This is an optimization exercise on Yosys and OpenROAD, whose aim is small area, a short achievable clock period and few clock cycles per item, not a production implementation. In this exercise RTL edits were held to simulation tests only and were not proved equivalent to the original.

before:
Design dxt_codec, start of the top module:
module dxt_codec (
    input  wire         clk,
    input  wire         rst,
    input  wire         in_valid,
    output wire         in_ready,
    input  wire [2:0]   in_op,
    input  wire [511:0] in_data,
    output wire         out_valid,
    input  wire         out_ready,
    output wire [511:0] out_data
);
Size: about 32000 cells after synthesis, ~1700 flip-flops, ~1000 I/O pins, roughly 250000 sq um of cells after synthesis.
clock: 20.0 ns
lec_check: 0
cap_margin: 20
core_margin: 2
core_utilization: 30
place_density: 0.45
slew_margin: 20
standard.sh (not shown) runs the stock make flow with config.mk's settings and CLKGATE_MAP_FILE= SYNTH_SCRIPT=/design/flow/synth_recipe.tcl, a recipe that flattens the netlist after the stock synthesis.
==> flow/flow/run.sh <==
#!/bin/bash
# Own layout flow: the standard ORFS flow with two changes. Synthesis maps
# the logic with the ABC script in flow/abc.script, and the layout's timing repair aims for the setup
# slack margin in flow/margin.txt (the clock and constraints are unchanged). The registers must come out exactly as in the standard
# synthesis (same names and cell types); run.sh checks this and falls back to
# the standard netlist if they do not.
set -uo pipefail
D=$(pwd)
P=${FLOW_PLATFORM:-sky130hd}
MK=(make -C "$FLOW_HOME" DESIGN_CONFIG="$D/config.mk" CLKGATE_MAP_FILE=)

# 1. the standard synthesis, for reference
"${MK[@]}" WORK_HOME="$D/orfs_std" SYNTH_SCRIPT="$D/synth_recipe.tcl" synth > "$D/synth_standard.log" 2>&1 \
  || { echo "standard synthesis failed"; exit 1; }
STD="$D/orfs_std/results/$P/dxt_codec/base/1_2_yosys.v"

# 2. this flow's synthesis, in the layout's work folder
export OWN_ABC_SCRIPT="$D/flow/abc.script"
"${MK[@]}" WORK_HOME="$D/orfs" SYNTH_SCRIPT="$D/flow/own_synth.tcl" synth > "$D/synth_own.log" 2>&1 \
  || { echo "own synthesis failed"; exit 1; }
OWN="$D/orfs/results/$P/dxt_codec/base/1_2_yosys.v"

regs() { python3 "$D/flow/regs.py" "$1"; }
if ! cmp -s <(regs "$STD") <(regs "$OWN"); then
  echo "register sets differ; using the standard netlist"
  diff <(regs "$STD") <(regs "$OWN") | head -20
  cp "$STD" "$OWN"
  touch "$OWN"
fi

# 4. the rest of the standard flow on that netlist, as standard.sh runs it
#    but with the repair margin
M=$(cat "$D/flow/margin.txt")
"${MK[@]}" WORK_HOME="$D/orfs" SYNTH_SCRIPT="$D/synth_recipe.tcl" SETUP_SLACK_MARGIN="$M" finish > "$D/layout.log" 2>&1 \
  || { echo "layout failed"; tail -20 "$D/layout.log"; exit 1; }
F="$D/orfs/results/$P/dxt_codec/base/6_final.odb"
: # left out here: write the final layout as DEF
==> flow/flow/abc.script <==
strash
&get -n
&st
&syn2
&if -g -K 6
&synch2
&nf
&put
strash
dch
map -D 1000 -a
topo
upsize -c
dnsize -c
==> flow/flow/own_synth.tcl <==
# The standard synthesis (synth_recipe.tcl) with one change: the final ABC
# mapping uses the script named by OWN_ABC_SCRIPT.
proc synth {args} { yosys synth -nofsm -noshare {*}$args }
proc abc {args} {
  set i [lsearch -exact $args -script]
  if {$i >= 0} { lset args [expr {$i + 1}] $::env(OWN_ABC_SCRIPT) }
  yosys abc {*}$args
}
source $::env(SCRIPTS_DIR)/synth.tcl
# left out here: clear keep_hierarchy, flatten, clean up, hide names made inside functions, write 1_2_yosys.v
==> flow/flow/regs.py <==
# Lists a netlist's flip-flops and latches as "instance cell-type" (drive
# strength dropped).
import re, sys
txt = open(sys.argv[1]).read()
out = []
for cell, inst in re.findall(r"\b(sky130_fd_sc_hd__(?:e?s?df\w*?|dl[xr]\w*?|dlclk\w*?))_\d+\s+(\\?\S+)\s*\(", txt):
    out.append(f"{inst} {cell}")
print("\n".join(sorted(out)))
Other scripts of this flow, unchanged in this note and not shown: flow/flow/margin.txt
Nothing crashed in before and all stages finished; the problem is that the final layout failed, the offending checks being antenna violations.
Testbench counts of before, summed over its fixed seeds: cycles 4,024, items 4,000.
Inputs modified between before and after:
- a change of CORE_UTILIZATION from 30 to 40
- a deleted PLACE_DENSITY that had been 0.45
-- flow/flow/run.sh --
<<< before, line 2
# Own layout flow: the standard ORFS flow with two changes. Synthesis maps
# the logic with the ABC script in flow/abc.script, and the layout's timing repair aims for the setup
# slack margin in flow/margin.txt (the clock and constraints are unchanged). The registers must come out exactly as in the standard
>>> after, line 2
# Own layout flow: the standard ORFS flow with two changes. Synthesis maps
# the logic with ABC alone (no full/half-adder cell extraction) using the
# script in flow/abc.script, and the layout's timing repair aims for the setup
# slack margin in flow/margin.txt (the clock and constraints are unchanged). The registers must come out exactly as in the standard
<<< before, line 9
P=${FLOW_PLATFORM:-sky130hd}
MK=(make -C "$FLOW_HOME" DESIGN_CONFIG="$D/config.mk" CLKGATE_MAP_FILE=)

>>> after, line 10
P=${FLOW_PLATFORM:-sky130hd}
MK=(make -C "$FLOW_HOME" DESIGN_CONFIG="$D/config.mk" CLKGATE_MAP_FILE= CAP_MARGIN=20 CORE_MARGIN=2 CORE_UTILIZATION=40 SLEW_MARGIN=20)

==> flow/flow/abc.script <==
strash
dch
map -B 0.9
topo
stime -c
buffer -c
upsize -c
dnsize -c
==> flow/flow/own_synth.tcl <==
# The standard synthesis (synth_recipe.tcl) with two changes: no full/half
# adder extraction (ADDER_MAP_FILE cleared), and the final ABC mapping uses
# the script named by OWN_ABC_SCRIPT.
proc synth {args} { yosys synth -nofsm -noshare {*}$args }
proc abc {args} {
  set i [lsearch -exact $args -script]
  if {$i >= 0} { lset args [expr {$i + 1}] $::env(OWN_ABC_SCRIPT) }
  yosys abc {*}$args
}
set ::env(ADDER_MAP_FILE) ""
source $::env(SCRIPTS_DIR)/synth.tcl
# left out here: clear keep_hierarchy, flatten, clean up, hide names made inside functions, write 1_2_yosys.v
==> flow/flow/regs.py <==
# Lists a netlist's flip-flops as "instance cell-type" (drive strength dropped).
import re, sys
txt = open(sys.argv[1]).read()
out = []
for cell, inst in re.findall(r"\b(sky130_fd_sc_hd__\w*(?:df|dl)\w*?)_\d+\s+(\\?\S+)\s*\(", txt):
    out.append(f"{inst} {cell}")
print("\n".join(sorted(out)))
[summary]
Arrival time reported for the critical path endpoint ended up 0.73 ns higher on after than on before. Compared with before, area of the die in after decreased by more than 10%. | after | all stages done | FAIL | antenna violations |. Floorplan core area: after better than before.

what the ideal ports hide:
Ports are ideal in the flow. The routed layouts listed here were re-timed in OpenROAD. Step 1 sets driving cells, clkbuf_16 on the clock port and buf_2 on the other inputs (assumed; they add their load-dependent delay and slew). Step 2, shift: input delay + t, output delay - t, t = (earliest + latest rising clock arrival at the registers) / 2. This alone moves slack from input paths to output paths. Slacks: ideal ports / drivers / drivers and shift; pairs: ideal ports / drivers.
run	t, ns	setup WS [ns]	hold slack, ns	clock arrival spread, ns	cell pins on the clock port's net
before	1.204	8.749 / 8.749 / 8.749	0.360 / 0.360 / 0.360	0.153 / 0.153	1
after	1.144	8.006 / 8.006 / 8.006	0.352 / 0.352 / 0.352	0.117 / 0.118	1
